What follows belongs to an exercise in optimizing a design on an open flow for small area, a short achievable clock period and few clock cycles per item; a production flow would make more cautious choices. RTL that was checked went through simulation tests only; none was proved equivalent to the original. The RTL of run 2 was laid out without a check of its function.

==> flow/design.v (outline; a module is shown in full before it is edited, if it fits) <==
// module dmr_fec: 1940 lines
module dmr_fec (
    input  wire         clk,
    input  wire         rst,         
    input  wire         start,
    input  wire [1:0]   op,
    input  wire [195:0] din,
    output wire         ready,
    output reg          done,
    output reg  [195:0] dout,
    output reg          corr,
    output reg          fail,
    output reg  [7:0]   ncorr
);
  // ...
==> flow/flow/run.sh <==
#!/bin/bash
# Standard ORFS layout at the design's clock and constraints, with:
#  - repair_timing asked to leave a setup margin (shorter critical paths),
#  - plain buf_2 cells as the port buffers,
#  - no dummy loads in the clock tree.
bash standard.sh SETUP_SLACK_MARGIN=38.5 \
  BUFFER_PORTS_ARGS="-buffer_cell sky130_fd_sc_hd__buf_2" \
  CTS_ARGS="-sink_clustering_enable -repair_clock_nets -dont_use_dummy_load" \
  finish > standard.log 2>&1
==> flow/standard.sh <==
#!/bin/bash
# synth_recipe.tcl (not shown) runs the flow's synth.tcl, then flattens the netlist and writes it again
# the make line also repeats each setting of config.mk as NAME=value (left out here)
make -C /OpenROAD-flow-scripts/flow DESIGN_CONFIG=/design/flow/config.mk WORK_HOME=/design/flow/orfs CLKGATE_MAP_FILE= SYNTH_SCRIPT=/design/flow/synth_recipe.tcl "${@:-finish}"
==> flow/config.mk <==
export PLATFORM = sky130hd
export DESIGN_NAME = dmr_fec
export DESIGN_NICKNAME = dmr_fec
export VERILOG_FILES = /design/flow/design.v
export SDC_FILE = /design/flow/constraint.sdc
export NUM_CORES = 8
export LEC_CHECK = 0
export CAP_MARGIN = 30
export CORE_MARGIN = 2
export CORE_UTILIZATION = 35
export PLACE_DENSITY = 0.55
export SLEW_MARGIN = 20
==> flow/constraint.sdc <==
create_clock -name core_clock -period 50.0 [get_ports {clk}]
set_input_delay 10.0000 -clock core_clock [delete_from_list [all_inputs] [get_ports {clk}]]
set_output_delay 10.0000 -clock core_clock [all_outputs]
set_load 0.01 [all_outputs]
==> impl_metrics.json, run 1 <==
{
  "layout.cells.most_common": "xnor2_1",
  "critical_path.startpoint": "dout[34]",
  "synth_compound_gate_area_share_pct": 8.21,
  "synth_xor_area_share_pct": 25.3,
  "antenna-diode-count": 20,
  "timing.critical_path.max_delay_family": "flip-flops",
  "floorplan.die.height_um": 395,
  "ant_nets": 0,
  "final-max-slew-violation-count": 0,
  "fin_crit_period_ps": 11550,
  "coreArea_um2": 152000,
  "overflow": 0,
  "drt_wl_total_um": 361000,
  "finish.instance_area_um2": 64600,
  "synth.mux.area_fraction_pct": 10.4,
  "rsz_0062_raised_after_global_routing": "yes",
  "nonClockInverterCount": 284,
  "synth_nets": 5740,
  "worstPathMaxFanout": 3,
  "seqAreaFraction_pct": 22.2,
  "criticalPathCategory": "register to primary output",
  "gp_routability_congestion": 1.13,
  "met1_length_um": 134000,
  "cts.repair.resized": 298,
  "largestClassByArea": "multi-input gates",
  "count_of_cells_along_the_worst_hold_path": 1,
  "status": "timing/DRC/antenna clean",
  "worst_slack_ps": 38450,
  "most-common-layout-cells": "xnor2_1 (543), buf_2 (414), dfxtp_1 (361)",
  "synthesis.area_um2": 53500,
  "met2_resource_use_gr_pct": 64.5
}
Testbench counts, summed over its fixed seeds: cycles 5,628, items 4,800.
==> run 2, diff against run 1 <==
--- a/flow/design.v
+++ b/flow/design.v
@@ -1916,17 +1916,17 @@
     wire iter_n = !rst && dec_act && !fin;
     always @(posedge clk) begin
         w0    <= pc_in;
         ncnt  <= ndiff;
         dout  <= dout_n;
         npass <= iter ? npass + 3'd1 : 3'd1;
         if (dec_act) begin
             fail  <= !consistent;
-            corr  <= consistent && (ndiff != 8'd0);
+            corr  <= consistent && (|pc_in[195:1]);    
             ncorr <= consistent ? ndiff : 8'd0;
         end else begin
             fail  <= (rop == 2'd3) && e_fail;
             corr  <= s_ed && (e_n != 4'd0);
             ncorr <= s_ed ? {4'd0, e_n} : 8'd0;
         end
         if (ready) begin
             rin <= din_m;
==> run 2 against run 1 <==
Flip-flop and latch count unchanged. Clock-buffer cell count unchanged. Sequential share of layout area decreased by 0.59 points. Setup slack improved by 29 ps. Global-route usage increased by 4.2 points. Core utilization increased by 1.7 points. Register-to-register slack improved by 30 ps. Synthesized cell count decreased by 1.5%. Critical path type unchanged.
==> impl_metrics.json, run 2 <==
{
  "status": "timing/DRC/antenna clean",
  "cts_buffers": 81,
  "dr.pass1.iters": 5,
  "synthAdderAreaFrac_pct": 12.9,
  "worst_skew_pair.late_latency_ps": 730,
  "layout.filler_cells": 14536,
  "worst_ep_required_time_ps": 40000,
  "fin_worst_hold_slack_ps": 414,
  "antenna_found_initial": 59,
  "clock_tree.buffer_depth": 3,
  "gp_routability_congestion": 1.09,
  "criticalPathCategory": "register to primary output",
  "most-common-layout-cells": "xnor2_1 (567), buf_4 (431), buf_2 (417)",
  "syn-instance-count": 4987,
  "hold_fails_final_rpt": 0,
  "synth_xor_area_share_pct": 26.0,
  "finish.instance_area_um2": 66300,
  "final_util_pct": 44.2,
  "synthDominantCellAreaShare_pct": 15.7,
  "floorplan.die.height_um": 393,
  "critPathLaunchType": "register",
  "yosys.area.top_type": "dfxtp_1",
  "synthesis.area_per_instance_um2": 10.6,
  "final-max-slew-violation-count": 0,
  "design.die.area_um2": 155000,
  "overflow": 0,
  "finalNetCount": 6463,
  "ys_seq_area_share_pct": 26.9,
  "largest_registers": "dout x196, rin x196, w0 x195",
  "fin_tns_setup_ps": 0,
  "detailroute.via_count": 48540,
  "area_growth_pct": 25.2,
  "finalClockSkew_ps": 72.6,
  "ctsHtreeMaxLevel": 3,
  "die_x_um": 393,
  "synth_compound_gate_area_share_pct": 7.69,
  "postSynthRegisterBits": 614,
  "std_cell_rows": 142,
  "timing.critical_path.buf_inv": 1,
  "drt_iter0_drc": 6808,
  "worst_slack_ps": 38480,
  "synth_top_family_by_area": "XOR/XNOR gates",
  "worstHoldPathType": "register to register",
  "io_buffers": 408,
  "place_area_um2": 59300,
  "fin_crit_period_ps": 11520,
  "viasPerCell": 6.21,
  "drive_above_1_share_pct": 29.4,
  "yosysMostFrequentCell": "xnor2_1",
  "synthDistinctLibCells": 107,
  "via_count_of_the_first_global_routing_pass": 45595,
  "detailedPlacementHpwl_um": 324000,
  "slew-limit-headroom_pct": 16.0,
  "worst_setup_hold_path_clk_slew_ps": 60,
  "rsz_0062_raised_after_global_routing": "yes",
  "setup_violations": 0,
  "cp_slowest_stage_delay_ps": 610,
  "cp-end-kind": "primary output",
  "clock_sinks": 614,
  "groute.usage.overall_pct": 49.0,
  "synth_warnings": 1,
  "layout.cells.most_common": "xnor2_1",
  "timing.critical_path.max_delay_family": "flip-flops",
  "ant_nets": 0,
  "place_worst_setup_slack_ps": 34430,
  "grt_first_pass_wirelength_um": 482000,
  "timing.critical_path.arrival_ps": 1520,
  "max_clock_freq_ghz": 0.0868,
  "number_of_synthesized_flops_with_an_enable_pin": 198,
  "initial_core_util_pct": 35.3,
  "root_buffer": "clkbuf_16",
  "routedWlPerCell_um": 49.6,
  "synthesis.area_um2": 53000,
  "coreArea_um2": 150000,
  "synth.top_cells.by_area": "dfxtp_1 (16%), edfxtp_1 (11%), xnor2_1 (10%)",
  "slowest_stage": "dfxtp_1",
  "clock_tree_from_tritoncts": "done",
  "ys_top_cells_by_count": "xnor2_1 (627), dfxtp_1 (416), ha_1 (357), xor2_1 (356), mux2i_1 (309)",
  "timing.final.crit_share_pct": 23.0,
  "ys.flop_type": "dfxtp_1",
  "crit_chain": "buf_2",
  "grt_max_degree": 93,
  "synth.mux.area_fraction_pct": 9.82,
  "synth_nets": 5661,
  "worstPathMaxFanout": 4,
  "drc_errors": 0,
  "worst_slew_pin_slew_ps": 1220,
  "synth-simple-area-share_pct": 13.1,
  "io-pin-count": 409,
  "drt_wl_total_um": 387000,
  "ys_async_sr_fraction_pct": 0,
  "drv_cap": 0
}
run 2: cell types whose count changed after synthesis, moves of 23 or more:
cell,delta
xnor2_1,+37
nor2_1,-57
inv_1,-29
o221ai_1,-37
clkbuf_1,+23
nor4_1,+61
o22a_1,-41
a221o_1,+49
run 2: final timing paths:
check	depth (start not counted)	from	slack [ps]	to
setup / recovery	1	dout[79]	38480	dout[79]
hold / removal	1	npass[0]	410	npass[0]
setup reg to reg	28	dout[1]	38500	dout[114]
hold reg to reg	1	npass[0]	410	npass[0]
run 2: per-stage QoR:
step / instances
2_1_floorplan: 4987
3_3_place_gp: 7450
3_5_place_dp: 7496
4_1_cts: 7711
5_1_grt: 7804
6_report: 7817
run 2: metal layers:
metal / vias up / track usage [%] / routed length [µm]
li1: 19321 / - / -
met1: 24716 / 60.1 / 144000
met2: 3519 / 67.8 / 155000
met3: 968 / 16.4 / 45100
met4: 16 / 43.7 / 42700
met5: - / 0.893 / 468
run 2: cell families after synthesis:
kind of cell	count (synthesis)
muxes	439
xor gates and xnor gates	1219
buffers and inverters	453
adders and majority gates	477
DFF	614
AOI/OAI and AO/OA	552
and+or+nand+nor	1233
run 2: cell type report:
class | instances | area, µm² | area share (%)
antenna | 14 | 35.0 | 0.0528
clock buffer | 81 | 2030 | 3.06
inverter | 260 | 1040 | 1.57
multi-input combinational | 3926 | 40000 | 60.3
sequential | 614 | 14400 | 21.6
tap | 2016 | 2520 | 3.80
timing repair buffer | 905 | 6370 | 9.60
timing repair inverter | 1 | 11.3 | 0.0170
run 2: what timing repair did:
| item | CTS | global route |
|---|---|---|
| buffers inserted | 120 | 87 |
| endpoints found under the setup margin | 274 | 159 |
| resized for setup | 349 | 186 |
| pin swaps | 54 | 76 |
| cloned | 14 | 1 |
| hold buffers | 0 | 0 |

afterwards: timing with drivers on the ports:
In the flow no input, the clock included, has a driving cell. The finished layouts below were timed again as built, in two steps.
Step 1 assumes that a clkbuf_16 drives the clock port and a buf_2 every other input.
Step 2 also shifts input and output timing later by t, the mid clock arrival at the registers, as if the neighbouring blocks saw the same clock.
a / b / c = ideal ports / drivers / drivers and shift; a / b = the first two.
| run | t (ns) | slack for setup (ns) | clock arrival spread, ns | slew at the worst register clock pin (ns) | worst slew at a driven data input, ns |
|---|---|---|---|---|---|
| run 1 | 0.784 | 38.454 / 38.357 / 37.904 | 0.098 / 0.098 | 0.07 / 0.07 | 0.12 |
| run 2 | 0.790 | 38.483 / 38.388 / 37.850 | 0.072 / 0.073 | 0.06 / 0.06 | 0.11 |
After both steps every run listed still meets setup and hold. For run 2, which loses most, drivers alone change the setup slack by -0.095 ns; drivers and shift together by -0.633 ns.
